From an optimization exercise on the open Yosys and OpenROAD flow, aimed at small area, a short achievable clock period and few clock cycles per item; shortcuts taken in it are not production practice.
No run shown here included a check of the RTL's function; only the layout flow was run.

**run.sh**
```bash
#!/bin/bash
# synth_recipe.tcl (not shown) runs the flow's synth.tcl, then flattens the netlist and writes it again
# the make line also repeats each setting of config.mk as NAME=value (left out here)
make -C /OpenROAD-flow-scripts/flow DESIGN_CONFIG=/design/flow/config.mk WORK_HOME=/design/flow/orfs CLKGATE_MAP_FILE= SYNTH_SCRIPT=/design/flow/synth_recipe.tcl finish
```
**config.mk**
```make
export PLATFORM = sky130hd
export DESIGN_NAME = ntsc_csc
export DESIGN_NICKNAME = ntsc_csc
export VERILOG_FILES = /design/flow/design.v
export SDC_FILE = /design/flow/constraint.sdc
export NUM_CORES = 4
export LEC_CHECK = 0
export CAP_MARGIN = 20
export CORE_MARGIN = 2
export CORE_UTILIZATION = 40
export SETUP_SLACK_MARGIN = 5
export SLEW_MARGIN = 20
```
**constraint.sdc**
```tcl
create_clock -name core_clock -period 10.5 [get_ports {clk}]
set_input_delay 2.1000 -clock core_clock [delete_from_list [all_inputs] [get_ports {clk}]]
set_output_delay 2.1000 -clock core_clock [all_outputs]
set_load 0.01 [all_outputs]
```
**design.v**
```verilog
module ntsc_palette (
    input  wire [5:0]  index,
    output wire [23:0] rgb
);
    localparam [64*24-1:0] PAL = {
        24'h000000, 24'h000000, 24'hF8D8F8, 24'h00FCFC, 24'hB8F8D8, 24'hB8F8B8, 24'hD8F878, 24'hF8D878,
        24'hFCE0A8, 24'hF0D0B0, 24'hF8A4C0, 24'hF8B8F8, 24'hD8B8F8, 24'hB8B8F8, 24'hA4E4FC, 24'hFCFCFC,
        24'h000000, 24'h000000, 24'h787878, 24'h00E8D8, 24'h58F898, 24'h58D854, 24'hB8F818, 24'hF8B800,
        24'hFCA044, 24'hF87858, 24'hF85898, 24'hF878F8, 24'h9878F8, 24'h6888FC, 24'h3CBCFC, 24'hF8F8F8,
        24'h000000, 24'h000000, 24'h000000, 24'h008888, 24'h00A844, 24'h00A800, 24'h00B800, 24'hAC7C00,
        24'hE45C10, 24'hF83800, 24'hE40058, 24'hD800CC, 24'h6844FC, 24'h0058F8, 24'h0078F8, 24'hBCBCBC,
        24'h000000, 24'h000000, 24'h000000, 24'h004058, 24'h005800, 24'h006800, 24'h007800, 24'h503000,
        24'h881400, 24'hA81000, 24'hA80020, 24'h940084, 24'h4428BC, 24'h0000BC, 24'h0000FC, 24'h7C7C7C
    };
    assign rgb = PAL[index*24 +: 24];
endmodule
module ntsc_cand (
    input  wire [23:0] col,
    input  wire [2:0]  step,
    output reg  [6:0]  o
);
    always @(*) begin
        if (col[7:0] < 8'd97) begin
            if (col[23:16] < 8'd94) begin
                if (col[15:8] < 8'd96) begin
                    if (col[23:16] < 8'd61) begin
                        if (col[15:8] < 8'd44) begin
                            if (col[7:0] < 8'd36) begin
                                if (col[23:16] < 8'd29) begin
                                    o = 7'd77;
                                end else begin
                                    case (step)
                                        3'd0: o = 7'd8;
                                        default: o = 7'd77;
                                    endcase
                                end
                            end else begin
                                case (step)
                                    3'd0: o = 7'd8;
                                    3'd1: o = 7'd12;
                                    default: o = 7'd77;
                                endcase
                            end
                        end else begin
                            if (col[7:0] < 8'd65) begin
                                case (step)
                                    3'd0: o = 7'd8;
                                    3'd1: o = 7'd11;
                                    default: o = 7'd76;
                                endcase
                            end else begin
                                o = 7'd76;
                            end
                        end
                    end else begin
                        if (col[15:8] < 8'd48) begin
                            if (col[7:0] < 8'd65) begin
                                case (step)
                                    3'd0: o = 7'd7;
                                    default: o = 7'd72;
                                endcase
                            end else begin
                                case (step)
                                    3'd0: o = 7'd4;
                                    3'd1: o = 7'd7;
                                    3'd2: o = 7'd8;
                                    3'd3: o = 7'd12;
                                    default: o = 7'd109;
                                endcase
                            end
                        end else begin
                            if (col[7:0] < 8'd56) begin
                                o = 7'd72;
                            end else begin
                                case (step)
                                    3'd0: o = 7'd8;
                                    3'd1: o = 7'd12;
                                    default: o = 7'd109;
                                endcase
                            end
                        end
                    end
                end else begin
                    if (col[15:8] < 8'd145) begin
                        if (col[23:16] < 8'd54) begin
                            if (col[7:0] < 8'd35) begin
                                case (step)
                                    3'd0: o = 7'd9;
                                    default: o = 7'd74;
                                endcase
                            end else begin
                                case (step)
                                    3'd0: o = 7'd9;
                                    3'd1: o = 7'd10;
                                    3'd2: o = 7'd12;
                                    3'd3: o = 7'd27;
                                    default: o = 7'd92;
                                endcase
                            end
                        end else begin
                            if (col[7:0] < 8'd66) begin
                                case (step)
                                    3'd0: o = 7'd8;
                                    3'd1: o = 7'd9;
                                    3'd2: o = 7'd10;
                                    3'd3: o = 7'd12;
                                    3'd4: o = 7'd24;
                                    3'd5: o = 7'd27;
                                    3'd6: o = 7'd42;
                                    default: o = 7'd109;
                                endcase
                            end else begin
                                case (step)
                                    3'd0: o = 7'd12;
                                    3'd1: o = 7'd27;
                                    3'd2: o = 7'd28;
                                    default: o = 7'd109;
                                endcase
                            end
                        end
                    end else begin
                        if (col[15:8] < 8'd176) begin
                            if (col[23:16] < 8'd50) begin
                                if (col[7:0] < 8'd35) begin
                                    o = 7'd90;
                                end else begin
                                    o = 7'd91;
                                end
                            end else begin
                                case (step)
                                    3'd0: o = 7'd24;
                                    3'd1: o = 7'd26;
                                    3'd2: o = 7'd27;
                                    3'd3: o = 7'd42;
                                    default: o = 7'd109;
                                endcase
                            end
                        end else begin
                            if (col[7:0] < 8'd53) begin
                                if (col[7:0] < 8'd35) begin
                                    case (step)
                                        3'd0: o = 7'd25;
                                        default: o = 7'd106;
                                    endcase
                                end else begin
                                    case (step)
                                        3'd0: o = 7'd25;
                                        3'd1: o = 7'd27;
                                        default: o = 7'd106;
                                    endcase
                                end
                            end else begin
                                case (step)
                                    3'd0: o = 7'd27;
                                    default: o = 7'd106;
                                endcase
                            end
                        end
                    end
                end
            end else begin
                if (col[15:8] < 8'd88) begin
                    if (col[23:16] < 8'd165) begin
                        if (col[7:0] < 8'd50) begin
                            if (col[15:8] < 8'd71) begin
                                if (col[23:16] < 8'd128) begin
                                    case (step)
                                        3'd0: o = 7'd5;
                                        3'd1: o = 7'd7;
                                        default: o = 7'd72;
                                    endcase
                                end else begin
                                    case (step)
                                        3'd0: o = 7'd5;
                                        3'd1: o = 7'd6;
                                        default: o = 7'd71;
                                    endcase
                                end
                            end else begin
                                case (step)
                                    3'd0: o = 7'd7;
                                    3'd1: o = 7'd8;
                                    default: o = 7'd88;
                                endcase
                            end
                        end else begin
                            case (step)
                                3'd0: o = 7'd4;
                                3'd1: o = 7'd5;
                                3'd2: o = 7'd7;
                                3'd3: o = 7'd8;
                                3'd4: o = 7'd24;
                                default: o = 7'd109;
                            endcase
                        end
                    end else begin
                        if (col[23:16] < 8'd191) begin
                            if (col[7:0] < 8'd67) begin
                                if (col[15:8] < 8'd54) begin
                                    case (step)
                                        3'd0: o = 7'd5;
                                        default: o = 7'd70;
                                    endcase
                                end else begin
                                    case (step)
                                        3'd0: o = 7'd5;
                                        3'd1: o = 7'd6;
                                        3'd2: o = 7'd23;
                                        default: o = 7'd88;
                                    endcase
                                end
                            end else begin
                                case (step)
                                    3'd0: o = 7'd4;
                                    3'd1: o = 7'd5;
                                    3'd2: o = 7'd21;
                                    3'd3: o = 7'd23;
                                    3'd4: o = 7'd24;
                                    3'd5: o = 7'd38;
                                    default: o = 7'd109;
                                endcase
                            end
                        end else begin
                            if (col[7:0] < 8'd39) begin
                                if (col[23:16] < 8'd231) begin
                                    case (step)
                                        3'd0: o = 7'd5;
                                        3'd1: o = 7'd6;
                                        3'd2: o = 7'd21;
                                        3'd3: o = 7'd22;
                                        default: o = 7'd87;
                                    endcase
                                end else begin
                                    case (step)
                                        3'd0: o = 7'd21;
                                        3'd1: o = 7'd22;
                                        default: o = 7'd87;
                                    endcase
                                end
                            end else begin
                                if (col[7:0] < 8'd80) begin
                                    case (step)
                                        3'd0: o = 7'd5;
                                        3'd1: o = 7'd21;
                                        3'd2: o = 7'd22;
                                        3'd3: o = 7'd23;
                                        default: o = 7'd102;
                                    endcase
                                end else begin
                                    case (step)
                                        3'd0: o = 7'd21;
                                        default: o = 7'd102;
                                    endcase
                                end
                            end
                        end
                    end
                end else begin
                    if (col[15:8] < 8'd166) begin
                        if (col[23:16] < 8'd171) begin
                            if (col[15:8] < 8'd135) begin
                                if (col[23:16] < 8'd125) begin
                                    if (col[7:0] < 8'd60) begin
                                        case (step)
                                            3'd0: o = 7'd8;
                                            3'd1: o = 7'd24;
                                            default: o = 7'd109;
                                        endcase
                                    end else begin
                                        o = 7'd109;
                                    end
                                end else begin
                                    case (step)
                                        3'd0: o = 7'd0;
                                        3'd1: o = 7'd24;
                                        default: o = 7'd109;
                                    endcase
                                end
                            end else begin
                                case (step)
                                    3'd0: o = 7'd0;
                                    3'd1: o = 7'd24;
                                    3'd2: o = 7'd42;
                                    default: o = 7'd109;
                                endcase
                            end
                        end else begin
                            if (col[7:0] < 8'd42) begin
                                if (col[15:8] < 8'd122) begin
                                    case (step)
                                        3'd0: o = 7'd23;
                                        default: o = 7'd88;
                                    endcase
                                end else begin
                                    case (step)
                                        3'd0: o = 7'd23;
                                        3'd1: o = 7'd24;
                                        3'd2: o = 7'd39;
                                        default: o = 7'd104;
                                    endcase
                                end
                            end else begin
                                if (col[23:16] < 8'd208) begin
                                    case (step)
                                        3'd0: o = 7'd0;
                                        3'd1: o = 7'd23;
                                        3'd2: o = 7'd24;
                                        3'd3: o = 7'd38;
                                        3'd4: o = 7'd39;
                                        default: o = 7'd109;
                                    endcase
                                end else begin
                                    case (step)
                                        3'd0: o = 7'd23;
                                        3'd1: o = 7'd38;
                                        default: o = 7'd103;
                                    endcase
                                end
                            end
                        end
                    end else begin
                        if (col[23:16] < 8'd182) begin
                            if (col[15:8] < 8'd195) begin
                                if (col[23:16] < 8'd164) begin
                                    case (step)
                                        3'd0: o = 7'd0;
                                        3'd1: o = 7'd24;
                                        3'd2: o = 7'd41;
                                        default: o = 7'd106;
                                    endcase
                                end else begin
                                    case (step)
                                        3'd0: o = 7'd0;
                                        3'd1: o = 7'd24;
                                        3'd2: o = 7'd39;
                                        3'd3: o = 7'd41;
                                        3'd4: o = 7'd42;
                                        default: o = 7'd121;
                                    endcase
                                end
                            end else begin
                                if (col[7:0] < 8'd79) begin
                                    case (step)
                                        3'd0: o = 7'd41;
                                        default: o = 7'd106;
                                    endcase
                                end else begin
                                    case (step)
                                        3'd0: o = 7'd41;
                                        3'd1: o = 7'd42;
                                        default: o = 7'd121;
                                    endcase
                                end
                            end
                        end else begin
                            if (col[7:0] < 8'd32) begin
                                case (step)
                                    3'd0: o = 7'd24;
                                    3'd1: o = 7'd40;
                                    default: o = 7'd105;
                                endcase
                            end else begin
                                if (col[7:0] < 8'd57) begin
                                    case (step)
                                        3'd0: o = 7'd24;
                                        3'd1: o = 7'd39;
                                        3'd2: o = 7'd40;
                                        3'd3: o = 7'd41;
                                        3'd4: o = 7'd56;
                                        default: o = 7'd121;
                                    endcase
                                end else begin
                                    case (step)
                                        3'd0: o = 7'd39;
                                        3'd1: o = 7'd41;
                                        3'd2: o = 7'd56;
                                        default: o = 7'd121;
                                    endcase
                                end
                            end
                        end
                    end
                end
            end
        end else begin
            if (col[23:16] < 8'd164) begin
                if (col[15:8] < 8'd126) begin
                    if (col[23:16] < 8'd84) begin
                        if (col[7:0] < 8'd185) begin
                            if (col[23:16] < 8'd54) begin
                                if (col[15:8] < 8'd68) begin
                                    case (step)
                                        3'd0: o = 7'd2;
                                        3'd1: o = 7'd3;
                                        default: o = 7'd76;
                                    endcase
                                end else begin
                                    if (col[7:0] < 8'd162) begin
                                        case (step)
                                            3'd0: o = 7'd3;
                                            3'd1: o = 7'd12;
                                            default: o = 7'd92;
                                        endcase
                                    end else begin
                                        case (step)
                                            3'd0: o = 7'd2;
                                            3'd1: o = 7'd3;
                                            3'd2: o = 7'd18;
                                            default: o = 7'd92;
                                        endcase
                                    end
                                end
                            end else begin
                                if (col[15:8] < 8'd87) begin
                                    case (step)
                                        3'd0: o = 7'd3;
                                        3'd1: o = 7'd4;
                                        3'd2: o = 7'd12;
                                        default: o = 7'd109;
                                    endcase
                                end else begin
                                    case (step)
                                        3'd0: o = 7'd0;
                                        3'd1: o = 7'd3;
                                        3'd2: o = 7'd12;
                                        3'd3: o = 7'd28;
                                        3'd4: o = 7'd34;
                                        default: o = 7'd109;
                                    endcase
                                end
                            end
                        end else begin
                            if (col[15:8] < 8'd96) begin
                                if (col[23:16] < 8'd46) begin
                                    if (col[7:0] < 8'd220) begin
                                        case (step)
                                            3'd0: o = 7'd2;
                                            3'd1: o = 7'd3;
                                            default: o = 7'd82;
                                        endcase
                                    end else begin
                                        case (step)
                                            3'd0: o = 7'd1;
                                            3'd1: o = 7'd3;
                                            default: o = 7'd82;
                                        endcase
                                    end
                                end else begin
                                    if (col[7:0] < 8'd204) begin
                                        o = 7'd67;
                                    end else begin
                                        case (step)
                                            3'd0: o = 7'd1;
                                            3'd1: o = 7'd3;
                                            3'd2: o = 7'd18;
                                            default: o = 7'd83;
                                        endcase
                                    end
                                end
                            end else begin
                                if (col[15:8] < 8'd104) begin
                                    case (step)
                                        3'd0: o = 7'd3;
                                        3'd1: o = 7'd18;
                                        3'd2: o = 7'd19;
                                        3'd3: o = 7'd28;
                                        default: o = 7'd98;
                                    endcase
                                end else begin
                                    if (col[7:0] < 8'd213) begin
                                        case (step)
                                            3'd0: o = 7'd3;
                                            3'd1: o = 7'd17;
                                            3'd2: o = 7'd28;
                                            default: o = 7'd98;
                                        endcase
                                    end else begin
                                        case (step)
                                            3'd0: o = 7'd17;
                                            default: o = 7'd98;
                                        endcase
                                    end
                                end
                            end
                        end
                    end else begin
                        if (col[7:0] < 8'd179) begin
                            if (col[15:8] < 8'd107) begin
                                if (col[15:8] < 8'd46) begin
                                    case (step)
                                        3'd0: o = 7'd3;
                                        default: o = 7'd68;
                                    endcase
                                end else begin
                                    if (col[15:8] < 8'd71) begin
                                        case (step)
                                            3'd0: o = 7'd0;
                                            3'd1: o = 7'd3;
                                            3'd2: o = 7'd4;
                                            default: o = 7'd109;
                                        endcase
                                    end else begin
                                        if (col[7:0] < 8'd136) begin
                                            if (col[23:16] < 8'd125) begin
                                                o = 7'd109;
                                            end else begin
                                                case (step)
                                                    3'd0: o = 7'd0;
                                                    default: o = 7'd109;
                                                endcase
                                            end
                                        end else begin
                                            case (step)
                                                3'd0: o = 7'd0;
                                                3'd1: o = 7'd3;
                                                default: o = 7'd109;
                                            endcase
                                        end
                                    end
                                end
                            end else begin
                                case (step)
                                    3'd0: o = 7'd0;
                                    default: o = 7'd109;
                                endcase
                            end
                        end else begin
                            if (col[15:8] < 8'd103) begin
                                if (col[23:16] < 8'd112) begin
                                    case (step)
                                        3'd0: o = 7'd0;
                                        3'd1: o = 7'd3;
                                        default: o = 7'd83;
                                    endcase
                                end else begin
                                    if (col[15:8] < 8'd58) begin
                                        case (step)
                                            3'd0: o = 7'd3;
                                            3'd1: o = 7'd4;
                                            3'd2: o = 7'd19;
                                            default: o = 7'd84;
                                        endcase
                                    end else begin
                                        if (col[7:0] < 8'd204) begin
                                            case (step)
                                                3'd0: o = 7'd0;
                                                3'd1: o = 7'd3;
                                                3'd2: o = 7'd4;
                                                3'd3: o = 7'd19;
                                                3'd4: o = 7'd20;
                                                default: o = 7'd99;
                                            endcase
                                        end else begin
                                            case (step)
                                                3'd0: o = 7'd19;
                                                default: o = 7'd99;
                                            endcase
                                        end
                                    end
                                end
                            end else begin
                                if (col[7:0] < 8'd199) begin
                                    case (step)
                                        3'd0: o = 7'd0;
                                        3'd1: o = 7'd3;
                                        3'd2: o = 7'd34;
                                        default: o = 7'd99;
                                    endcase
                                end else begin
                                    case (step)
                                        3'd0: o = 7'd34;
                                        default: o = 7'd99;
                                    endcase
                                end
                            end
                        end
                    end
                end else begin
                    if (col[23:16] < 8'd94) begin
                        if (col[7:0] < 8'd174) begin
                            if (col[23:16] < 8'd56) begin
                                if (col[15:8] < 8'd162) begin
                                    case (step)
                                        3'd0: o = 7'd27;
                                        default: o = 7'd92;
                                    endcase
                                end else begin
                                    case (step)
                                        3'd0: o = 7'd27;
                                        3'd1: o = 7'd28;
                                        3'd2: o = 7'd42;
                                        3'd3: o = 7'd43;
                                        default: o = 7'd108;
                                    endcase
                                end
                            end else begin
                                if (col[15:8] < 8'd183) begin
                                    case (step)
                                        3'd0: o = 7'd0;
                                        3'd1: o = 7'd27;
                                        3'd2: o = 7'd28;
                                        3'd3: o = 7'd33;
                                        3'd4: o = 7'd42;
                                        3'd5: o = 7'd43;
                                        default: o = 7'd109;
                                    endcase
                                end else begin
                                    case (step)
                                        3'd0: o = 7'd42;
                                        default: o = 7'd107;
                                    endcase
                                end
                            end
                        end else begin
                            if (col[15:8] < 8'd186) begin
                                if (col[7:0] < 8'd198) begin
                                    case (step)
                                        3'd0: o = 7'd0;
                                        3'd1: o = 7'd17;
                                        3'd2: o = 7'd28;
                                        3'd3: o = 7'd33;
                                        3'd4: o = 7'd34;
                                        3'd5: o = 7'd43;
                                        default: o = 7'd108;
                                    endcase
                                end else begin
                                    case (step)
                                        3'd0: o = 7'd17;
                                        3'd1: o = 7'd33;
                                        3'd2: o = 7'd34;
                                        default: o = 7'd108;
                                    endcase
                                end
                            end else begin
                                if (col[7:0] < 8'd227) begin
                                    if (col[23:16] < 8'd18) begin
                                        o = 7'd108;
                                    end else begin
                                        case (step)
                                            3'd0: o = 7'd33;
                                            3'd1: o = 7'd43;
                                            default: o = 7'd108;
                                        endcase
                                    end
                                end else begin
                                    if (col[23:16] < 8'd68) begin
                                        case (step)
                                            3'd0: o = 7'd33;
                                            3'd1: o = 7'd44;
                                            default: o = 7'd124;
                                        endcase
                                    end else begin
                                        case (step)
                                            3'd0: o = 7'd33;
                                            default: o = 7'd107;
                                        endcase
                                    end
                                end
                            end
                        end
                    end else begin
                        if (col[7:0] < 8'd181) begin
                            if (col[15:8] < 8'd163) begin
                                if (col[7:0] < 8'd144) begin
                                    case (step)
                                        3'd0: o = 7'd0;
                                        default: o = 7'd109;
                                    endcase
                                end else begin
                                    if (col[23:16] < 8'd96) begin
                                        case (step)
                                            3'd0: o = 7'd0;
                                            default: o = 7'd109;
                                        endcase
                                    end else begin
                                        case (step)
                                            3'd0: o = 7'd0;
                                            default: o = 7'd80;
                                        endcase
                                    end
                                end
                            end else begin
                                if (col[7:0] < 8'd142) begin
                                    if (col[23:16] < 8'd135) begin
                                        case (step)
                                            3'd0: o = 7'd0;
                                            3'd1: o = 7'd42;
                                            3'd2: o = 7'd43;
                                            default: o = 7'd109;
                                        endcase
                                    end else begin
                                        case (step)
                                            3'd0: o = 7'd0;
                                            3'd1: o = 7'd16;
                                            3'd2: o = 7'd42;
                                            3'd3: o = 7'd43;
                                            3'd4: o = 7'd57;
                                            default: o = 7'd122;
                                        endcase
                                    end
                                end else begin
                                    if (col[15:8] < 8'd193) begin
                                        case (step)
                                            3'd0: o = 7'd0;
                                            3'd1: o = 7'd16;
                                            default: o = 7'd107;
                                        endcase
                                    end else begin
                                        case (step)
                                            3'd0: o = 7'd16;
                                            3'd1: o = 7'd43;
                                            default: o = 7'd122;
                                        endcase
                                    end
                                end
                            end
                        end else begin
                            if (col[15:8] < 8'd204) begin
                                if (col[15:8] < 8'd173) begin
                                    if (col[23:16] < 8'd113) begin
                                        case (step)
                                            3'd0: o = 7'd0;
                                            default: o = 7'd98;
                                        endcase
                                    end else begin
                                        case (step)
                                            3'd0: o = 7'd0;
                                            3'd1: o = 7'd16;
                                            3'd2: o = 7'd34;
                                            3'd3: o = 7'd35;
                                            default: o = 7'd114;
                                        endcase
                                    end
                                end else begin
                                    case (step)
                                        3'd0: o = 7'd0;
                                        3'd1: o = 7'd16;
                                        3'd2: o = 7'd33;
                                        3'd3: o = 7'd34;
                                        3'd4: o = 7'd43;
                                        3'd5: o = 7'd49;
                                        default: o = 7'd114;
                                    endcase
                                end
                            end else begin
                                if (col[23:16] < 8'd118) begin
                                    case (step)
                                        3'd0: o = 7'd33;
                                        3'd1: o = 7'd43;
                                        default: o = 7'd113;
                                    endcase
                                end else begin
                                    if (col[7:0] < 8'd218) begin
                                        case (step)
                                            3'd0: o = 7'd16;
                                            3'd1: o = 7'd43;
                                            3'd2: o = 7'd49;
                                            3'd3: o = 7'd58;
                                            default: o = 7'd123;
                                        endcase
                                    end else begin
                                        case (step)
                                            3'd0: o = 7'd49;
                                            default: o = 7'd123;
                                        endcase
                                    end
                                end
                            end
                        end
                    end
                end
            end else begin
                if (col[15:8] < 8'd198) begin
                    if (col[15:8] < 8'd113) begin
                        if (col[7:0] < 8'd186) begin
                            if (col[23:16] < 8'd207) begin
                                if (col[7:0] < 8'd143) begin
                                    if (col[15:8] < 8'd65) begin
                                        case (step)
                                            3'd0: o = 7'd4;
                                            3'd1: o = 7'd21;
                                            default: o = 7'd101;
                                        endcase
                                    end else begin
                                        case (step)
                                            3'd0: o = 7'd0;
                                            3'd1: o = 7'd4;
                                            3'd2: o = 7'd21;
                                            3'd3: o = 7'd37;
                                            3'd4: o = 7'd38;
                                            default: o = 7'd109;
                                        endcase
                                    end
                                end else begin
                                    case (step)
                                        3'd0: o = 7'd0;
                                        3'd1: o = 7'd4;
                                        3'd2: o = 7'd20;
                                        3'd3: o = 7'd35;
                                        default: o = 7'd101;
                                    endcase
                                end
                            end else begin
                                if (col[15:8] < 8'd66) begin
                                    case (step)
                                        3'd0: o = 7'd20;
                                        3'd1: o = 7'd21;
                                        3'd2: o = 7'd37;
                                        default: o = 7'd102;
                                    endcase
                                end else begin
                                    case (step)
                                        3'd0: o = 7'd37;
                                        default: o = 7'd102;
                                    endcase
                                end
                            end
                        end else begin
                            if (col[23:16] < 8'd201) begin
                                case (step)
                                    3'd0: o = 7'd19;
                                    3'd1: o = 7'd20;
                                    3'd2: o = 7'd35;
                                    default: o = 7'd101;
                                endcase
                            end else begin
                                if (col[15:8] < 8'd41) begin
                                    o = 7'd84;
                                end else begin
                                    case (step)
                                        3'd0: o = 7'd20;
                                        3'd1: o = 7'd36;
                                        default: o = 7'd101;
                                    endcase
                                end
                            end
                        end
                    end else begin
                        if (col[7:0] < 8'd197) begin
                            if (col[7:0] < 8'd148) begin
                                if (col[15:8] < 8'd150) begin
                                    case (step)
                                        3'd0: o = 7'd0;
                                        3'd1: o = 7'd16;
                                        3'd2: o = 7'd37;
                                        3'd3: o = 7'd38;
                                        default: o = 7'd117;
                                    endcase
                                end else begin
                                    if (col[23:16] < 8'd197) begin
                                        case (step)
                                            3'd0: o = 7'd0;
                                            3'd1: o = 7'd16;
                                            3'd2: o = 7'd38;
                                            3'd3: o = 7'd39;
                                            3'd4: o = 7'd56;
                                            default: o = 7'd121;
                                        endcase
                                    end else begin
                                        case (step)
                                            3'd0: o = 7'd16;
                                            3'd1: o = 7'd38;
                                            3'd2: o = 7'd39;
                                            3'd3: o = 7'd53;
                                            3'd4: o = 7'd54;
                                            default: o = 7'd120;
                                        endcase
                                    end
                                end
                            end else begin
                                if (col[15:8] < 8'd157) begin
                                    case (step)
                                        3'd0: o = 7'd0;
                                        3'd1: o = 7'd16;
                                        3'd2: o = 7'd35;
                                        3'd3: o = 7'd37;
                                        default: o = 7'd117;
                                    endcase
                                end else begin
                                    if (col[23:16] < 8'd207) begin
                                        o = 7'd80;
                                    end else begin
                                        case (step)
                                            3'd0: o = 7'd16;
                                            3'd1: o = 7'd53;
                                            default: o = 7'd118;
                                        endcase
                                    end
                                end
                            end
                        end else begin
                            if (col[23:16] < 8'd201) begin
                                if (col[15:8] < 8'd155) begin
                                    case (step)
                                        3'd0: o = 7'd16;
                                        3'd1: o = 7'd35;
                                        3'd2: o = 7'd50;
                                        default: o = 7'd117;
                                    endcase
                                end else begin
                                    case (step)
                                        3'd0: o = 7'd16;
                                        default: o = 7'd114;
                                    endcase
                                end
                            end else begin
                                if (col[7:0] < 8'd228) begin
                                    case (step)
                                        3'd0: o = 7'd16;
                                        3'd1: o = 7'd36;
                                        3'd2: o = 7'd51;
                                        3'd3: o = 7'd52;
                                        3'd4: o = 7'd53;
                                        default: o = 7'd118;
                                    endcase
                                end else begin
                                    if (col[23:16] < 8'd233) begin
                                        case (step)
                                            3'd0: o = 7'd36;
                                            default: o = 7'd115;
                                        endcase
                                    end else begin
                                        case (step)
                                            3'd0: o = 7'd36;
                                            default: o = 7'd116;
                                        endcase
                                    end
                                end
                            end
                        end
                    end
                end else begin
                    if (col[7:0] < 8'd210) begin
                        if (col[7:0] < 8'd201) begin
                            if (col[7:0] < 8'd163) begin
                                if (col[7:0] < 8'd135) begin
                                    if (col[23:16] < 8'd197) begin
                                        case (step)
                                            3'd0: o = 7'd16;
                                            default: o = 7'd121;
                                        endcase
                                    end else begin
                                        case (step)
                                            3'd0: o = 7'd56;
                                            default: o = 7'd121;
                                        endcase
                                    end
                                end else begin
                                    case (step)
                                        3'd0: o = 7'd16;
                                        3'd1: o = 7'd54;
                                        3'd2: o = 7'd55;
                                        3'd3: o = 7'd56;
                                        3'd4: o = 7'd57;
                                        default: o = 7'd122;
                                    endcase
                                end
                            end else begin
                                if (col[23:16] < 8'd203) begin
                                    case (step)
                                        3'd0: o = 7'd16;
                                        default: o = 7'd122;
                                    endcase
                                end else begin
                                    if (col[23:16] < 8'd231) begin
                                        case (step)
                                            3'd0: o = 7'd16;
                                            3'd1: o = 7'd54;
                                            3'd2: o = 7'd55;
                                            default: o = 7'd122;
                                        endcase
                                    end else begin
                                        case (step)
                                            3'd0: o = 7'd54;
                                            default: o = 7'd119;
                                        endcase
                                    end
                                end
                            end
                        end else begin
                            if (col[23:16] < 8'd228) begin
                                case (step)
                                    3'd0: o = 7'd16;
                                    3'd1: o = 7'd54;
                                    default: o = 7'd123;
                                endcase
                            end else begin
                                case (step)
                                    3'd0: o = 7'd32;
                                    3'd1: o = 7'd54;
                                    3'd2: o = 7'd55;
                                    default: o = 7'd123;
                                endcase
                            end
                        end
                    end else begin
                        if (col[15:8] < 8'd232) begin
                            if (col[23:16] < 8'd226) begin
                                if (col[23:16] < 8'd208) begin
                                    case (step)
                                        3'd0: o = 7'd16;
                                        3'd1: o = 7'd49;
                                        3'd2: o = 7'd50;
                                        3'd3: o = 7'd51;
                                        3'd4: o = 7'd59;
                                        default: o = 7'd125;
                                    endcase
                                end else begin
                                    if (col[7:0] < 8'd217) begin
                                        case (step)
                                            3'd0: o = 7'd16;
                                            3'd1: o = 7'd51;
                                            3'd2: o = 7'd54;
                                            3'd3: o = 7'd59;
                                            default: o = 7'd125;
                                        endcase
                                    end else begin
                                        case (step)
                                            3'd0: o = 7'd51;
                                            3'd1: o = 7'd59;
                                            default: o = 7'd125;
                                        endcase
                                    end
                                end
                            end else begin
                                if (col[15:8] < 8'd207) begin
                                    case (step)
                                        3'd0: o = 7'd51;
                                        3'd1: o = 7'd52;
                                        3'd2: o = 7'd54;
                                        default: o = 7'd125;
                                    endcase
                                end else begin
                                    if (col[7:0] < 8'd215) begin
                                        case (step)
                                            3'd0: o = 7'd54;
                                            default: o = 7'd125;
                                        endcase
                                    end else begin
                                        o = 7'd125;
                                    end
                                end
                            end
                        end else begin
                            if (col[23:16] < 8'd227) begin
                                case (step)
                                    3'd0: o = 7'd32;
                                    3'd1: o = 7'd49;
                                    3'd2: o = 7'd54;
                                    default: o = 7'd123;
                                endcase
                            end else begin
                                if (col[15:8] < 8'd236) begin
                                    case (step)
                                        3'd0: o = 7'd32;
                                        default: o = 7'd118;
                                    endcase
                                end else begin
                                    case (step)
                                        3'd0: o = 7'd32;
                                        default: o = 7'd112;
                                    endcase
                                end
                            end
                        end
                    end
                end
            end
        end
    end
endmodule
module ntsc_palk (
    input  wire [5:0]  index,
    output wire [16:0] k
);
    localparam [64*17-1:0] K = {
        17'd0,
        17'd0,
        17'd109864,
        17'd115196,
        17'd113320,
        17'd114920,
        17'd115752,
        17'd115752,
        17'd113334,
        17'd114592,
        17'd115414,
        17'd111464,
        17'd113320,
        17'd114920,
        17'd113274,
        17'd107258,
        17'd0,
        17'd0,
        17'd125672,
        17'd118512,
        17'd119528,
        17'd123390,
        17'd119080,
        17'd119152,
        17'd119356,
        17'd120616,
        17'd119528,
        17'd113896,
        17'd118696,
        17'd119470,
        17'd118266,
        17'd108008,
        17'd0,
        17'd0,
        17'd0,
        17'd126448,
        17'd126966,
        17'd127544,
        17'd126840,
        17'd125452,
        17'd123484,
        17'd122992,
        17'd123606,
        17'd120038,
        17'd121204,
        17'd122416,
        17'd121584,
        17'd117818,
        17'd0,
        17'd0,
        17'd0,
        17'd129592,
        17'd130104,
        17'd129720,
        17'd129272,
        17'd129984,
        17'd128710,
        17'd127512,
        17'd127416,
        17'd126156,
        17'd125876,
        17'd126654,
        17'd123134,
        17'd125306
    };
    assign k = K[index*17 +: 17];
endmodule
module ntsc_pack (
    input  wire [23:0] c,
    output wire [15:0] w
);
    localparam [256*5-1:0] Q5 = {
        5'd31,
        5'd31,
        5'd31,
        5'd31,
        5'd31,
        5'd30,
        5'd30,
        5'd30,
        5'd30,
        5'd30,
        5'd30,
        5'd30,
        5'd30,
        5'd29,
        5'd29,
        5'd29,
        5'd29,
        5'd29,
        5'd29,
        5'd29,
        5'd29,
        5'd28,
        5'd28,
        5'd28,
        5'd28,
        5'd28,
        5'd28,
        5'd28,
        5'd28,
        5'd27,
        5'd27,
        5'd27,
        5'd27,
        5'd27,
        5'd27,
        5'd27,
        5'd27,
        5'd27,
        5'd26,
        5'd26,
        5'd26,
        5'd26,
        5'd26,
        5'd26,
        5'd26,
        5'd26,
        5'd25,
        5'd25,
        5'd25,
        5'd25,
        5'd25,
        5'd25,
        5'd25,
        5'd25,
        5'd24,
        5'd24,
        5'd24,
        5'd24,
        5'd24,
        5'd24,
        5'd24,
        5'd24,
        5'd23,
        5'd23,
        5'd23,
        5'd23,
        5'd23,
        5'd23,
        5'd23,
        5'd23,
        5'd22,
        5'd22,
        5'd22,
        5'd22,
        5'd22,
        5'd22,
        5'd22,
        5'd22,
        5'd22,
        5'd21,
        5'd21,
        5'd21,
        5'd21,
        5'd21,
        5'd21,
        5'd21,
        5'd21,
        5'd20,
        5'd20,
        5'd20,
        5'd20,
        5'd20,
        5'd20,
        5'd20,
        5'd20,
        5'd19,
        5'd19,
        5'd19,
        5'd19,
        5'd19,
        5'd19,
        5'd19,
        5'd19,
        5'd18,
        5'd18,
        5'd18,
        5'd18,
        5'd18,
        5'd18,
        5'd18,
        5'd18,
        5'd18,
        5'd17,
        5'd17,
        5'd17,
        5'd17,
        5'd17,
        5'd17,
        5'd17,
        5'd17,
        5'd16,
        5'd16,
        5'd16,
        5'd16,
        5'd16,
        5'd16,
        5'd16,
        5'd16,
        5'd15,
        5'd15,
        5'd15,
        5'd15,
        5'd15,
        5'd15,
        5'd15,
        5'd15,
        5'd14,
        5'd14,
        5'd14,
        5'd14,
        5'd14,
        5'd14,
        5'd14,
        5'd14,
        5'd13,
        5'd13,
        5'd13,
        5'd13,
        5'd13,
        5'd13,
        5'd13,
        5'd13,
        5'd13,
        5'd12,
        5'd12,
        5'd12,
        5'd12,
        5'd12,
        5'd12,
        5'd12,
        5'd12,
        5'd11,
        5'd11,
        5'd11,
        5'd11,
        5'd11,
        5'd11,
        5'd11,
        5'd11,
        5'd10,
        5'd10,
        5'd10,
        5'd10,
        5'd10,
        5'd10,
        5'd10,
        5'd10,
        5'd9,
        5'd9,
        5'd9,
        5'd9,
        5'd9,
        5'd9,
        5'd9,
        5'd9,
        5'd9,
        5'd8,
        5'd8,
        5'd8,
        5'd8,
        5'd8,
        5'd8,
        5'd8,
        5'd8,
        5'd7,
        5'd7,
        5'd7,
        5'd7,
        5'd7,
        5'd7,
        5'd7,
        5'd7,
        5'd6,
        5'd6,
        5'd6,
        5'd6,
        5'd6,
        5'd6,
        5'd6,
        5'd6,
        5'd5,
        5'd5,
        5'd5,
        5'd5,
        5'd5,
        5'd5,
        5'd5,
        5'd5,
        5'd4,
        5'd4,
        5'd4,
        5'd4,
        5'd4,
        5'd4,
        5'd4,
        5'd4,
        5'd4,
        5'd3,
        5'd3,
        5'd3,
        5'd3,
        5'd3,
        5'd3,
        5'd3,
        5'd3,
        5'd2,
        5'd2,
        5'd2,
        5'd2,
        5'd2,
        5'd2,
        5'd2,
        5'd2,
        5'd1,
        5'd1,
        5'd1,
        5'd1,
        5'd1,
        5'd1,
        5'd1,
        5'd1,
        5'd0,
        5'd0,
        5'd0,
        5'd0,
        5'd0
    };
    localparam [256*6-1:0] Q6 = {
        6'd63,
        6'd63,
        6'd63,
        6'd62,
        6'd62,
        6'd62,
        6'd62,
        6'd61,
        6'd61,
        6'd61,
        6'd61,
        6'd60,
        6'd60,
        6'd60,
        6'd60,
        6'd59,
        6'd59,
        6'd59,
        6'd59,
        6'd58,
        6'd58,
        6'd58,
        6'd58,
        6'd57,
        6'd57,
        6'd57,
        6'd57,
        6'd56,
        6'd56,
        6'd56,
        6'd56,
        6'd55,
        6'd55,
        6'd55,
        6'd55,
        6'd54,
        6'd54,
        6'd54,
        6'd54,
        6'd53,
        6'd53,
        6'd53,
        6'd53,
        6'd52,
        6'd52,
        6'd52,
        6'd52,
        6'd51,
        6'd51,
        6'd51,
        6'd51,
        6'd50,
        6'd50,
        6'd50,
        6'd50,
        6'd49,
        6'd49,
        6'd49,
        6'd49,
        6'd48,
        6'd48,
        6'd48,
        6'd48,
        6'd47,
        6'd47,
        6'd47,
        6'd47,
        6'd46,
        6'd46,
        6'd46,
        6'd46,
        6'd45,
        6'd45,
        6'd45,
        6'd45,
        6'd44,
        6'd44,
        6'd44,
        6'd44,
        6'd43,
        6'd43,
        6'd43,
        6'd43,
        6'd42,
        6'd42,
        6'd42,
        6'd42,
        6'd42,
        6'd41,
        6'd41,
        6'd41,
        6'd41,
        6'd40,
        6'd40,
        6'd40,
        6'd40,
        6'd39,
        6'd39,
        6'd39,
        6'd39,
        6'd38,
        6'd38,
        6'd38,
        6'd38,
        6'd37,
        6'd37,
        6'd37,
        6'd37,
        6'd36,
        6'd36,
        6'd36,
        6'd36,
        6'd35,
        6'd35,
        6'd35,
        6'd35,
        6'd34,
        6'd34,
        6'd34,
        6'd34,
        6'd33,
        6'd33,
        6'd33,
        6'd33,
        6'd32,
        6'd32,
        6'd32,
        6'd32,
        6'd31,
        6'd31,
        6'd31,
        6'd31,
        6'd30,
        6'd30,
        6'd30,
        6'd30,
        6'd29,
        6'd29,
        6'd29,
        6'd29,
        6'd28,
        6'd28,
        6'd28,
        6'd28,
        6'd27,
        6'd27,
        6'd27,
        6'd27,
        6'd26,
        6'd26,
        6'd26,
        6'd26,
        6'd25,
        6'd25,
        6'd25,
        6'd25,
        6'd24,
        6'd24,
        6'd24,
        6'd24,
        6'd23,
        6'd23,
        6'd23,
        6'd23,
        6'd22,
        6'd22,
        6'd22,
        6'd22,
        6'd21,
        6'd21,
        6'd21,
        6'd21,
        6'd21,
        6'd20,
        6'd20,
        6'd20,
        6'd20,
        6'd19,
        6'd19,
        6'd19,
        6'd19,
        6'd18,
        6'd18,
        6'd18,
        6'd18,
        6'd17,
        6'd17,
        6'd17,
        6'd17,
        6'd16,
        6'd16,
        6'd16,
        6'd16,
        6'd15,
        6'd15,
        6'd15,
        6'd15,
        6'd14,
        6'd14,
        6'd14,
        6'd14,
        6'd13,
        6'd13,
        6'd13,
        6'd13,
        6'd12,
        6'd12,
        6'd12,
        6'd12,
        6'd11,
        6'd11,
        6'd11,
        6'd11,
        6'd10,
        6'd10,
        6'd10,
        6'd10,
        6'd9,
        6'd9,
        6'd9,
        6'd9,
        6'd8,
        6'd8,
        6'd8,
        6'd8,
        6'd7,
        6'd7,
        6'd7,
        6'd7,
        6'd6,
        6'd6,
        6'd6,
        6'd6,
        6'd5,
        6'd5,
        6'd5,
        6'd5,
        6'd4,
        6'd4,
        6'd4,
        6'd4,
        6'd3,
        6'd3,
        6'd3,
        6'd3,
        6'd2,
        6'd2,
        6'd2,
        6'd2,
        6'd1,
        6'd1,
        6'd1,
        6'd1,
        6'd0,
        6'd0,
        6'd0
    };
    assign w = {Q5[c[23:16]*5 +: 5], Q6[c[15:8]*6 +: 6], Q5[c[7:0]*5 +: 5]};
endmodule
module ntsc_unpack (
    input  wire [15:0] w,
    output wire [23:0] c
);
    localparam [32*8-1:0] E5 = {
        8'd255,
        8'd247,
        8'd239,
        8'd230,
        8'd222,
        8'd214,
        8'd206,
        8'd197,
        8'd189,
        8'd181,
        8'd173,
        8'd165,
        8'd156,
        8'd148,
        8'd140,
        8'd132,
        8'd123,
        8'd115,
        8'd107,
        8'd99,
        8'd90,
        8'd82,
        8'd74,
        8'd66,
        8'd58,
        8'd49,
        8'd41,
        8'd33,
        8'd25,
        8'd16,
        8'd8,
        8'd0
    };
    localparam [64*8-1:0] E6 = {
        8'd255,
        8'd251,
        8'd247,
        8'd243,
        8'd239,
        8'd235,
        8'd231,
        8'd227,
        8'd223,
        8'd219,
        8'd215,
        8'd210,
        8'd206,
        8'd202,
        8'd198,
        8'd194,
        8'd190,
        8'd186,
        8'd182,
        8'd178,
        8'd174,
        8'd170,
        8'd166,
        8'd162,
        8'd158,
        8'd154,
        8'd150,
        8'd146,
        8'd142,
        8'd138,
        8'd134,
        8'd130,
        8'd125,
        8'd121,
        8'd117,
        8'd113,
        8'd109,
        8'd105,
        8'd101,
        8'd97,
        8'd93,
        8'd89,
        8'd85,
        8'd81,
        8'd77,
        8'd73,
        8'd69,
        8'd65,
        8'd61,
        8'd57,
        8'd53,
        8'd49,
        8'd45,
        8'd40,
        8'd36,
        8'd32,
        8'd28,
        8'd24,
        8'd20,
        8'd16,
        8'd12,
        8'd8,
        8'd4,
        8'd0
    };
    assign c = {E5[w[15:11]*8 +: 8], E6[w[10:5]*8 +: 8], E5[w[4:0]*8 +: 8]};
endmodule
module ntsc_csc (
    input  wire        clk,
    input  wire        rst,
    input  wire        in_valid,
    output wire        in_ready,
    input  wire [1:0]  in_op,
    input  wire [31:0] in_data,
    output wire        out_valid,
    input  wire        out_ready,
    output wire [31:0] out_data,
    output wire        out_err
);
    localparam OP_DECODE = 2'd0;
    localparam OP_ENCODE = 2'd1;
    localparam OP_PACK   = 2'd2;
    localparam OP_UNPACK = 2'd3;
    reg         ov;
    reg  [23:0] od;
    reg         oe;
    wire        adv = !ov | out_ready;
    reg         v0;
    reg  [1:0]  op0;
    reg  [23:0] d0;
    reg         e0;
    reg         v1;
    reg  [1:0]  op1;
    reg  [23:0] d1;
    reg         e1;
    reg  [2:0]  step1;
    reg  [5:0]  idx1;
    reg         first1, last1;
    wire        done1 = !v1 | last1;
    wire        take0 = adv & done1;
    assign in_ready = adv & (!v0 | done1);
    always @(posedge clk) begin
        if (rst) begin
            v0 <= 1'b0;
        end else if (in_ready) begin
            v0 <= in_valid;
        end
    end
    always @(posedge clk) begin
        if (in_ready) begin
            op0 <= in_op;
            d0  <= in_data[23:0];
            e0  <= |in_data[31:6];
        end
    end
    wire [23:0] ccol  = done1 ? d0 : d1;
    wire [2:0]  cstep = done1 ? 3'd0 : step1;
    wire [6:0]  cand;
    ntsc_cand u_cand (.col(ccol), .step(cstep), .o(cand));
    always @(posedge clk) begin
        if (rst) begin
            v1 <= 1'b0;
        end else if (take0) begin
            v1 <= v0;
        end
    end
    always @(posedge clk) begin
        if (adv) begin
            if (done1) begin
                op1    <= op0;
                d1     <= d0;
                e1     <= e0;
                step1  <= 3'd1;
                first1 <= 1'b1;
                idx1   <= (op0 == OP_ENCODE) ? cand[5:0] : d0[5:0];
                last1  <= (op0 == OP_ENCODE) ? cand[6] : 1'b1;
            end else begin
                step1  <= step1 + 3'd1;
                first1 <= 1'b0;
                idx1   <= cand[5:0];
                last1  <= cand[6];
            end
        end
    end
    wire [23:0] prgb;
    wire [16:0] pk;
    ntsc_palette u_pal (.index(idx1), .rgb(prgb));
    ntsc_palk    u_pk  (.index(idx1), .k(pk));
    wire [16:0] score = d1[23:16] * prgb[23:18] + d1[15:8] * prgb[15:10] + d1[7:0] * prgb[7:2] + pk;
    wire [15:0] packed565;
    wire [23:0] unpacked;
    ntsc_pack   u_pack   (.c(d1), .w(packed565));
    ntsc_unpack u_unpack (.w(d1[15:0]), .c(unpacked));
    reg  [23:0] r1;
    always @(*) begin
        case (op1)
            OP_DECODE: r1 = e1 ? 24'd0 : prgb;
            OP_ENCODE: r1 = {1'b0, idx1, score};
            OP_PACK:   r1 = {8'd0, packed565};
            default:   r1 = unpacked;
        endcase
    end
    reg         v2;
    reg         enc2, first2, last2, err2;
    reg  [23:0] d2;
    always @(posedge clk) begin
        if (rst) begin
            v2 <= 1'b0;
        end else if (adv) begin
            v2 <= v1;
        end
    end
    always @(posedge clk) begin
        if (adv) begin
            enc2   <= (op1 == OP_ENCODE);
            first2 <= first1;
            last2  <= last1;
            err2   <= e1 & (op1 == OP_DECODE);
            d2     <= r1;
        end
    end
    reg  [16:0] best;
    wire        better = first2 | ($signed(d2[16:0]) > $signed(best));
    always @(posedge clk) begin
        if (rst) begin
            ov <= 1'b0;
        end else if (adv) begin
            ov <= v2 & (!enc2 | last2);
        end
    end
    always @(posedge clk) begin
        if (adv & v2) begin
            if (enc2) begin
                oe <= 1'b0;
                if (better) begin
                    best <= d2[16:0];
                    od   <= {18'd0, d2[22:17]};
                end
            end else begin
                oe <= err2;
                od <= d2;
            end
        end
    end
    assign out_valid = ov;
    assign out_data  = {8'd0, od};
    assign out_err   = oe;
endmodule
```
==> metrics.md, run 1 <==
| Metric | Value |
|---|---|
| Outcome | `complete, no violations` |
| Drt wl/cell | `28.76 um` |
| GR Util All Layers | `35.73%` |
| CTS tree | `yes` |
| Fin util | `49.11%` |
| CTS H-tree depth | `4` |
| Maximum clock path buffer count | `2` |
| PnR worst setup slack | `3.337 ns` |
| Top-Level Pins | `73` |
| Remaining antenna violation count | `0` |
| Post-Route WL | `about 100,000 um` |
| Pin slew with the least headroom to its limit | `1.194 ns` |
| Port buffer count | `64` |
| WP data required | `roughly 11 ns` |
| Fmax achieved | `about 0.14 GHz` |
| Core area | `0.05266 sq mm` |
| Largest net degree at the start of global routing | `70` |
| Routed vias/inst | `6.606` |
| Maxcap violations | `0` |
| Tmin final | `7.163 ns` |
| Worst EP arrival | `7.38 ns` |
| CP max stage delay | `between 0.5 and 0.6 ns` |
| Synth cell types | `107` |
| Ratio of cells with drive above 1 in the final layout | `19.83%` |
| WS Path Type | `flip-flop to flip-flop` |
| Initial Util | `about two fifths` |
| Worst-skew pair later-pin latency | `around 0.48 ns` |
| DRC viols | `0` |
| FP Rows | `84` |
| Via count | `23.41k` |
| Die span in y | `235.1 um` |
| Root Driver | `clkbuf_16` |
| Final net count | `3,096` |
| Critical path startpoint category | `flip-flop` |
| Synthesized netlist cell count | `roughly 2.7k` |
| RSZ-0062 raised after global routing | `true` |
| Crit-path slowest cell | `fa_2` |
| Area Overhead vs Synth | `21.08%` |
| Number of global-route vias before repair | `22.22k` |
| Synth Register Bits | `139` |
| Remaining global-route overflow | `0` |
| DP HPWL | `74,320 um` |
| Slew margin rel. | `19.55%` |
| Drt pass-1 iters | `9` |
| Number of CTS-inserted buffers | `17` |
| Ys Warns | `2` |
| Final Cycle Share | `68.22%` |
| Worst Setup End Kind | `flip-flop` |
| Initial DRC count | `3,161` |
| Setup WS pre-CTS | `2.415 ns` |
| Worst hold slack | `roughly 0.42 ns` |
| Slew Viols, Final | `0` |
| Final setup violation count | `0` |
| Synth async-reset ratio | `0%` |
| Skew final | `0.01839 ns` |
| Clk sinks | `139` |
| Reg clk slew, reported paths | `0.07 ns` |
| HP Class | `flip-flop to flip-flop` |
| Main synth FF type | `edfxtp_1` |
| Avg Cell Area, Syn | `7.835 sq um` |
| Post-synth EDFFs | `between 100 and 150` |
| Final hold vios | `0` |
| Antenna violations before repair | `6` |
| Seq/Total Area, Yosys | `between 10% and 20%` |
| First-pass GRT wire length | `148,300 um` |
| Die width | `~240 um` |
| Post-Syn Area | `0.02136 sq mm` |
| Routability Congestion | `1.094` |
| Setup TNS Final | `0 ns` |
| Worst-path fanout max | `6` |
| Die area | `0.05526 sq mm` |
-- worst max-delay path: cells and delay by family, from the launching register on --
kind | cells | cell delay (ns)
compound gates | 9 | 1.36
xor+xnor | 1 | 0.14
fa+ha+maj | 8 | 3.34
buf+inv | 10 | 0.95
flops | 1 | 0.49
simple gates | 5 | 0.62
-- final timing paths --
kind              startpoint  slack, ns  cells past startpoint  endpoint
setup / recovery     idx1[0]       3.34                     33    d2[14]
hold / removal        first1       0.42                      0    first2
setup reg to reg     idx1[0]       3.34                     33    d2[14]
hold reg to reg       first1       0.42                      0    first2
-- flip-flops by register name, summed over array words and instances, names as in the netlist, 2 cells and up --
signal / cells
idx1: 6
od: 24
op0: 2
op1: 2
d0: 24
step1: 3
d1: 24
d2: 24
best: 17
-- cell type report --
cell class / count / area (sq um)
repair buffers: 271 / 2613
clock buffers: 17 / 425.4
inverters: 266 / 1062
multi-input cells: 2144 / 16540
clock inverters: 15 / 206.4
fillers: 4987 / 26800
diodes: 2 / 5.005
flip-flops and latches: 139 / 4135
repair inverters: 2 / 16.27
well taps: 688 / 860.8
-- logic make-up after synthesis --
| logic type | share of synthesized area (%) |
|---|---|
| buffers and inverters | 8.606 |
| other | 0.01756 |
| multiplexers | 5.934 |
| AND/OR/NAND/NOR | 19.37 |
| adder cells (fa/ha/maj) | 17.39 |
| flip-flops | 19.36 |
| XOR/XNOR | 0.7791 |
| AO/OA/AOI/OAI | 28.55 |
-- Yosys cell counts (all sizes together), types with 13 or more instances --
cell	instances	area (sq um)
a211o	16	140.1
a211oi	49	382.9
a21o	27	204.0
a21oi	241	1255
a221oi	16	140.1
a22oi	17	127.6
a311oi	16	152.7
a31oi	50	337.8
and2	83	521.8
buf	57	356.6
clkbuf	128	480.5
edfxtp	135	4054
fa	129	2582
ha	88	1101
inv	263	989.7
mux2	33	394.1
mux2i	64	783.3
nand2	299	1122
nand2b	26	162.7
nand3	53	270.3
nand4	17	106.4
nor2	232	888.4
nor2b	42	265.3
nor3	49	250.2
nor4	15	93.84
o211ai	43	332.8
o21a	20	150.1
o21ai	224	1166
o221ai	14	122.6
o22ai	23	143.9
o311ai	17	148.9
o31a	13	113.9
o31ai	29	222.7
or2	13	81.33
xnor2	14	122.6
-- cell usage in the layout, fill, tap and decap left out, types with 18 or more instances in the layout --
master	instances
inv_2	22
mux2_2	25
inv_1	230
ha_4	20
nand2_1	277
a21o_1	26
buf_6	25
o31ai_1	27
nor2b_1	36
o22ai_1	21
buf_4	163
nor2_1	211
o21a_1	20
o21ai_0	169
clkbuf_16	18
clkdlybuf4s50_1	63
a21oi_2	23
and2_1	72
a31oi_1	42
nand3_1	52
nor3_1	44
a21oi_1	204
edfxtp_1	135
nand2b_1	23
ha_1	67
o211ai_1	41
mux2i_1	47
o21ai_1	35
a211oi_1	40
fa_1	125
-- layer usage --
metal | part of all wire [%] | track usage (%)
met4 | 6.7 | 20.04
met1 | 39 | 46.50
met5 | 0.042 | 0
met3 | 12 | 10.42
met2 | 42 | 52.93
-- through the flow --
stage | area (sq um) | cells
finish | 25860 | 3544
global route | 25860 | 3543
CTS | 25180 | 3500
detailed placement | 22750 | 3352
global placement | 22750 | 3352
floorplan | 21710 | 2733
-- timing repair --
action | in CTS | in global routing
gates cloned | 8 | 2
pin swaps | 87 | 74
resized for setup | 172 | 74
hold buffers | 0 | 0
buffers inserted | 108 | 40
setup endpoints to repair | 21 | 20
==> inputs of run 2 (changes only) <==
--- a/design.v
+++ b/design.v
@@ -1787,6 +1787,6 @@
     localparam OP_UNPACK = 2'd3;
-    reg         ov;
-    reg  [23:0] od;
-    reg         oe;
-    wire        adv = !ov | out_ready;
+    reg         qa_v, qb_v;
+    reg  [23:0] qa_d, qb_d;
+    reg         qa_e, qb_e;
+    wire        adv = !qb_v;
     reg         v0;
@@ -1852,3 +1852,33 @@
     ntsc_palk    u_pk  (.index(idx1), .k(pk));
-    wire [16:0] score = d1[23:16] * prgb[23:18] + d1[15:8] * prgb[15:10] + d1[7:0] * prgb[7:2] + pk;
+    wire [9:0]  r3 = {2'b00, d1[23:16]} + {1'b0, d1[23:16], 1'b0};
+    wire [9:0]  g3 = {2'b00, d1[15:8]}  + {1'b0, d1[15:8], 1'b0};
+    wire [9:0]  b3 = {2'b00, d1[7:0]}   + {1'b0, d1[7:0], 1'b0};
+    function [9:0] pick(input [1:0] dig, input [7:0] c, input [9:0] c3);
+        case (dig)
+            2'd0:    pick = 10'd0;
+            2'd1:    pick = {2'b00, c};
+            2'd2:    pick = {1'b0, c, 1'b0};
+            default: pick = c3;
+        endcase
+    endfunction
+    function [33:0] csa(input [16:0] a, input [16:0] b, input [16:0] c);
+        csa = {(a & b | a & c | b & c) << 1, a ^ b ^ c};
+    endfunction
+    wire [16:0] row0 = {7'd0, pick(prgb[19:18], d1[23:16], r3)};
+    wire [16:0] row1 = {5'd0, pick(prgb[21:20], d1[23:16], r3), 2'd0};
+    wire [16:0] row2 = {3'd0, pick(prgb[23:22], d1[23:16], r3), 4'd0};
+    wire [16:0] row3 = {7'd0, pick(prgb[11:10], d1[15:8], g3)};
+    wire [16:0] row4 = {5'd0, pick(prgb[13:12], d1[15:8], g3), 2'd0};
+    wire [16:0] row5 = {3'd0, pick(prgb[15:14], d1[15:8], g3), 4'd0};
+    wire [16:0] row6 = {7'd0, pick(prgb[3:2], d1[7:0], b3)};
+    wire [16:0] row7 = {5'd0, pick(prgb[5:4], d1[7:0], b3), 2'd0};
+    wire [16:0] row8 = {3'd0, pick(prgb[7:6], d1[7:0], b3), 4'd0};
+    wire [33:0] l1a = csa(row0, row1, row2);
+    wire [33:0] l1b = csa(row3, row4, row5);
+    wire [33:0] l1c = csa(row6, row7, row8);
+    wire [33:0] l2a = csa(l1a[16:0], l1a[33:17], l1b[16:0]);
+    wire [33:0] l2b = csa(l1b[33:17], l1c[16:0], l1c[33:17]);
+    wire [33:0] l3a = csa(l2a[16:0], l2a[33:17], l2b[16:0]);
+    wire [33:0] l4a = csa(l3a[16:0], l3a[33:17], l2b[33:17]);
+    wire [33:0] l5a = csa(l4a[16:0], l4a[33:17], pk);
     wire [15:0] packed565;
@@ -1861,3 +1891,3 @@
             OP_DECODE: r1 = e1 ? 24'd0 : prgb;
-            OP_ENCODE: r1 = {1'b0, idx1, score};
+            OP_ENCODE: r1 = {1'b0, idx1, l5a[16:0]};
             OP_PACK:   r1 = {8'd0, packed565};
@@ -1869,2 +1899,3 @@
     reg  [23:0] d2;
+    reg  [16:1] c2;
     always @(posedge clk) begin
@@ -1883,2 +1914,3 @@
             d2     <= r1;
+            c2     <= l5a[33:18];
         end
@@ -1886,8 +1918,22 @@
     reg  [16:0] best;
-    wire        better = first2 | ($signed(d2[16:0]) > $signed(best));
+    reg  [5:0]  bidx;
+    wire [16:0] score2 = d2[16:0] + {c2, 1'b0};
+    wire        better = first2 | ($signed(score2) > $signed(best));
+    always @(posedge clk) begin
+        if (adv & v2 & enc2 & better) begin
+            best <= score2;
+            bidx <= d2[22:17];
+        end
+    end
+    wire        push   = adv & v2 & (!enc2 | last2);
+    wire [23:0] push_d = enc2 ? {18'd0, better ? d2[22:17] : bidx} : d2;
+    wire        push_e = !enc2 & err2;
+    wire        pop    = qa_v & out_ready;
     always @(posedge clk) begin
         if (rst) begin
-            ov <= 1'b0;
-        end else if (adv) begin
-            ov <= v2 & (!enc2 | last2);
+            qa_v <= 1'b0;
+            qb_v <= 1'b0;
+        end else begin
+            qa_v <= qb_v | push | (qa_v & !out_ready);
+            qb_v <= qa_v & !out_ready & (qb_v | push);
         end
@@ -1895,18 +1941,14 @@
     always @(posedge clk) begin
-        if (adv & v2) begin
-            if (enc2) begin
-                oe <= 1'b0;
-                if (better) begin
-                    best <= d2[16:0];
-                    od   <= {18'd0, d2[22:17]};
-                end
-            end else begin
-                oe <= err2;
-                od <= d2;
-            end
+        if (!qa_v | out_ready) begin
+            qa_d <= qb_v ? qb_d : push_d;
+            qa_e <= qb_v ? qb_e : push_e;
+        end
+        if (!qb_v) begin
+            qb_d <= push_d;
+            qb_e <= push_e;
         end
     end
-    assign out_valid = ov;
-    assign out_data  = {8'd0, od};
-    assign out_err   = oe;
+    assign out_valid = qa_v;
+    assign out_data  = {8'd0, qa_d};
+    assign out_err   = qa_e;
 endmodule
==> metrics.md, run 2 <==
| Metric | Value |
|---|---|
| Outcome | `complete, no violations` |
| Pin slew with the least headroom to its limit | `1.258 ns (+0.06410 ns)` |
| Area Overhead vs Synth | `20.70%` |
| Remaining global-route overflow | `0 (unchanged)` |
| Core area | `0.05748 sq mm (+9.2%)` |
| Crit-path slowest cell | `fa_2` |
| Post-synth EDFFs | `156 (+16%)` |
| Via count | `26.00k (+11%)` |
| Synth cell types | `116 (+8.4%)` |
| CP most frequent cell | `fa_1` |
| Root Driver | `clkbuf_16` |
| GR Util All Layers | `37.43% (+1.7 points)` |
| Seq/Total Area, Yosys | `22.85% (+3.5 points)` |
| Initial DRC count | `3,711 (+17%)` |
| Final Cycle Share | `52.73% (-15 points)` |
| Critical path startpoint category | `flip-flop` |
| Commonest non-fill, non-tap cell in the layout | `nor2_1` |
| Worst-path fanout max | `8 (+2)` |
| Synth Register Bits | `186 (+34%)` |
| Avg Cell Area, Syn | `7.893 sq um (+0.74%)` |
| Die width | `244.5 um (+4.0%)` |
| Fmax achieved | `0.1806 GHz (+29%)` |
| Die area | `0.05976 sq mm (+8.1%)` |
| CP cell instances | `buf_6, inv_8, ha_4, nand2_4, a21boi_2, mux4_2, a21oi_4, buf_12, nor2_1, a21oi_1, nor2_1, a21oi_2, fa_2, fa_2, fa_1, inv_2, fa_1, fa_1, mux4_2` |
| Remaining antenna violation count | `0 (unchanged)` |
| Most frequent cells in the layout | `285 x nor2_1, 257 x nand2_1, 232 x a21oi_1, 222 x o21ai_0, 211 x buf_4` |
| Largest area contributor in the netlist | `edfxtp_1` |
| Port buffer count | `64 (unchanged)` |
| Post-Route WL | `115,200 um (+13%)` |
| Ratio of cells with drive above 1 in the final layout | `20.43% (+0.60 points)` |
| Worst-skew pair later-pin latency | `0.51 ns (+0.03 ns)` |
| Reg clk slew, reported paths | `0.11 ns (+0.04 ns)` |
| Die span in y | `244.5 um (+4.0%)` |
| Clk sinks | `186 (+34%)` |
| Routability Congestion | `1.074 (-1.8%)` |
| Total placed cells including tap cells | `3,614 (+7.8%)` |
| Synth async-reset ratio | `0% (unchanged)` |
| Final net count | `3,278 (+5.9%)` |
| First-pass GRT wire length | `165,100 um (+11%)` |
| RSZ-0062 raised after global routing | `true` |
| CTS tree | `yes` |
| HP Class | `flip-flop to flip-flop` |
| DRC viols | `0 (unchanged)` |
| Number of CTS-inserted buffers | `17 (unchanged)` |
| WS Path Type | `flip-flop to flip-flop` |
| Initial Util | `40.24% (-0.32 points)` |
| Worst EP arrival | `5.79 ns (-1.59 ns)` |
| CP max stage delay | `0.63 ns (+0.06 ns)` |
| Dominant cells by area after synthesis | `edfxtp_1 20%, fa_1 6.8%, a21oi_1 6.3%, ha_1 5.7%, o21ai_0 5.4%` |
| Filler cells | `5,572 (+12%)` |
| Final hold vios | `0 (unchanged)` |
| Slew Viols, Final | `0 (unchanged)` |
| Slew margin rel. | `15.23% (-4.3 points)` |
| Setup TNS Final | `0 ns (unchanged)` |
| Main synth FF type | `edfxtp_1` |
| Top-Level Pins | `73 (unchanged)` |
| Register area | `0.005286 sq mm (+28%)` |
| WP data required | `10.76 ns (+0.05 ns)` |
| Most numerous cell in the Yosys netlist | `nor2_1` |
| Most common library cells after synthesis | `300 x nor2_1, 289 x a21oi_1, 270 x nand2_1` |
| Maxcap violations | `0 (unchanged)` |
| Antenna violations before repair | `3 (-3)` |
| Final instance area | `0.02791 sq mm (+7.9%)` |
| Number of global-route vias before repair | `23.87k (+7.4%)` |
| DP HPWL | `84,070 um (+13%)` |
| Multi-input gate area | `0.01730 sq mm (+4.6%)` |
| Drt pass-1 iters | `9 (unchanged)` |
| CTS H-tree depth | `4 (unchanged)` |
| Drt wl/cell | `30.04 um (+4.4%)` |
| Maximum clock path buffer count | `2 (unchanged)` |
| Placed cell area | `0.02440 sq mm (+7.3%)` |
| Final setup violation count | `0 (unchanged)` |
| Routed vias/inst | `6.778 (+2.6%)` |
| Tmin final | `5.537 ns (-1.626 ns)` |
| Skew final | `0.02790 ns (+0.009517 ns)` |
| Ys Warns | `2 (unchanged)` |
| Post-Syn Area | `0.02313 sq mm (+8.3%)` |
| Worst Setup End Kind | `flip-flop` |
| Largest net degree at the start of global routing | `76 (+8.6%)` |
| Synthesized netlist cell count | `2,930 (+7.5%)` |
| FP Rows | `88 (+4.8%)` |
| Non-filler cells, final | `3,836 (+8.2%)` |
| Yosys top cell area share | `20.26% (+1.3 points)` |
| Worst hold slack | `0.4297 ns (+0.007850 ns)` |
## run 2: cells by family (layout without fill, tap and decap cells)
group                    after synthesis  count (layout)  synth area share, %
adder cells (fa/ha/maj)              185             185                12.53
AND/OR/NAND/NOR                      867             867                17.09
XOR/XNOR                              36              36                1.363
other                                  1              10              0.01621
AO/OA/AOI/OAI                       1125            1125                32.19
buffers and inverters                393             524                7.060
multiplexers                         137             138                6.903
flip-flops                           186             186                22.85
## run 2: final timing paths
| path | from | endpoint | slack [ns] | cells after the start |
|---|---|---|---|---|
| setup / recovery | idx1[1] | d2[5] | 4.96 | 19 |
| hold / removal | first1 | first2 | 0.43 | 0 |
| setup reg to reg | idx1[1] | d2[5] | 4.96 | 19 |
| hold reg to reg | first1 | first2 | 0.43 | 0 |
## run 2: what timing repair did
item,4_1_cts,5_1_grt
pin swaps,42,101
endpoints found under the hold margin,0,0
hold buffers,0,0
buffers inserted,109,70
gates resized for setup,177,151
cloned,9,0
setup endpoints to repair,55,41
## run 2: metrics by stage
step,util (%),setup slack (ns)
6_report,48.57,4.963
5_1_grt,48.56,4.834
4_1_cts,46.66,4.975
3_5_place_dp,42.46,3.513
3_3_place_gp,42.44,3.628
2_1_floorplan,-,4.979
## run 2: worst max-delay path, delay by kind of cell (launching register included)
kind	cells	cell delay [ns]
adders and majority gates	6	2.63
muxes	2	0.97
AOI/OAI and AO/OA	4	0.64
buffers and inverters	4	0.44
DFF	1	0.39
and+or+nand+nor	3	0.18
## run 2: final cells by class
type                       instances  area share, %
clock inverter                    14         0.6186
tap                              765          3.429
inverter                         167          2.492
timing repair buffer             325          10.95
sequential                       186          18.94
multi-input combinational       2359          61.99
antenna                            2        0.01793
clock buffer                      18          1.573
## run 2: layer usage
metal  vias up  track usage, %  share of wire, %
met5         -               0             0.011
met2      1978           58.44                44
met4         2           20.98               7.2
met1     12380           47.26                37
met3       456           9.252                12
li1      11190               -                 -

## afterwards: timing with drivers on the ports
Ports are ideal in the flow. The routed layouts listed here were re-timed in OpenROAD.
Step 1 sets driving cells, clkbuf_16 on the clock port and buf_2 on the other inputs (assumed; they add their load-dependent delay and slew).
Step 2 adds t to the input delays and takes it off the output delays; t is the mean of the earliest and latest rising clock arrival at the registers after step 1. Input paths then give back, and output paths get back, about the clock's delay inside the block.
Three values: ideal, step 1, step 2; two values: the first two.
| run | t, ns | setup WS [ns] | clock arrival spread, ns | slew at the worst register clock pin (ns) |
|---|---|---|---|---|
| run 1 | 0.528 | 3.337 / 3.337 / 3.337 | 0.019 / 0.019 | 0.07 / 0.07 |
| run 2 | 0.552 | 4.963 / 4.963 / 4.963 | 0.033 / 0.033 | 0.11 / 0.11 |
After both steps setup and hold are still met in every run listed.
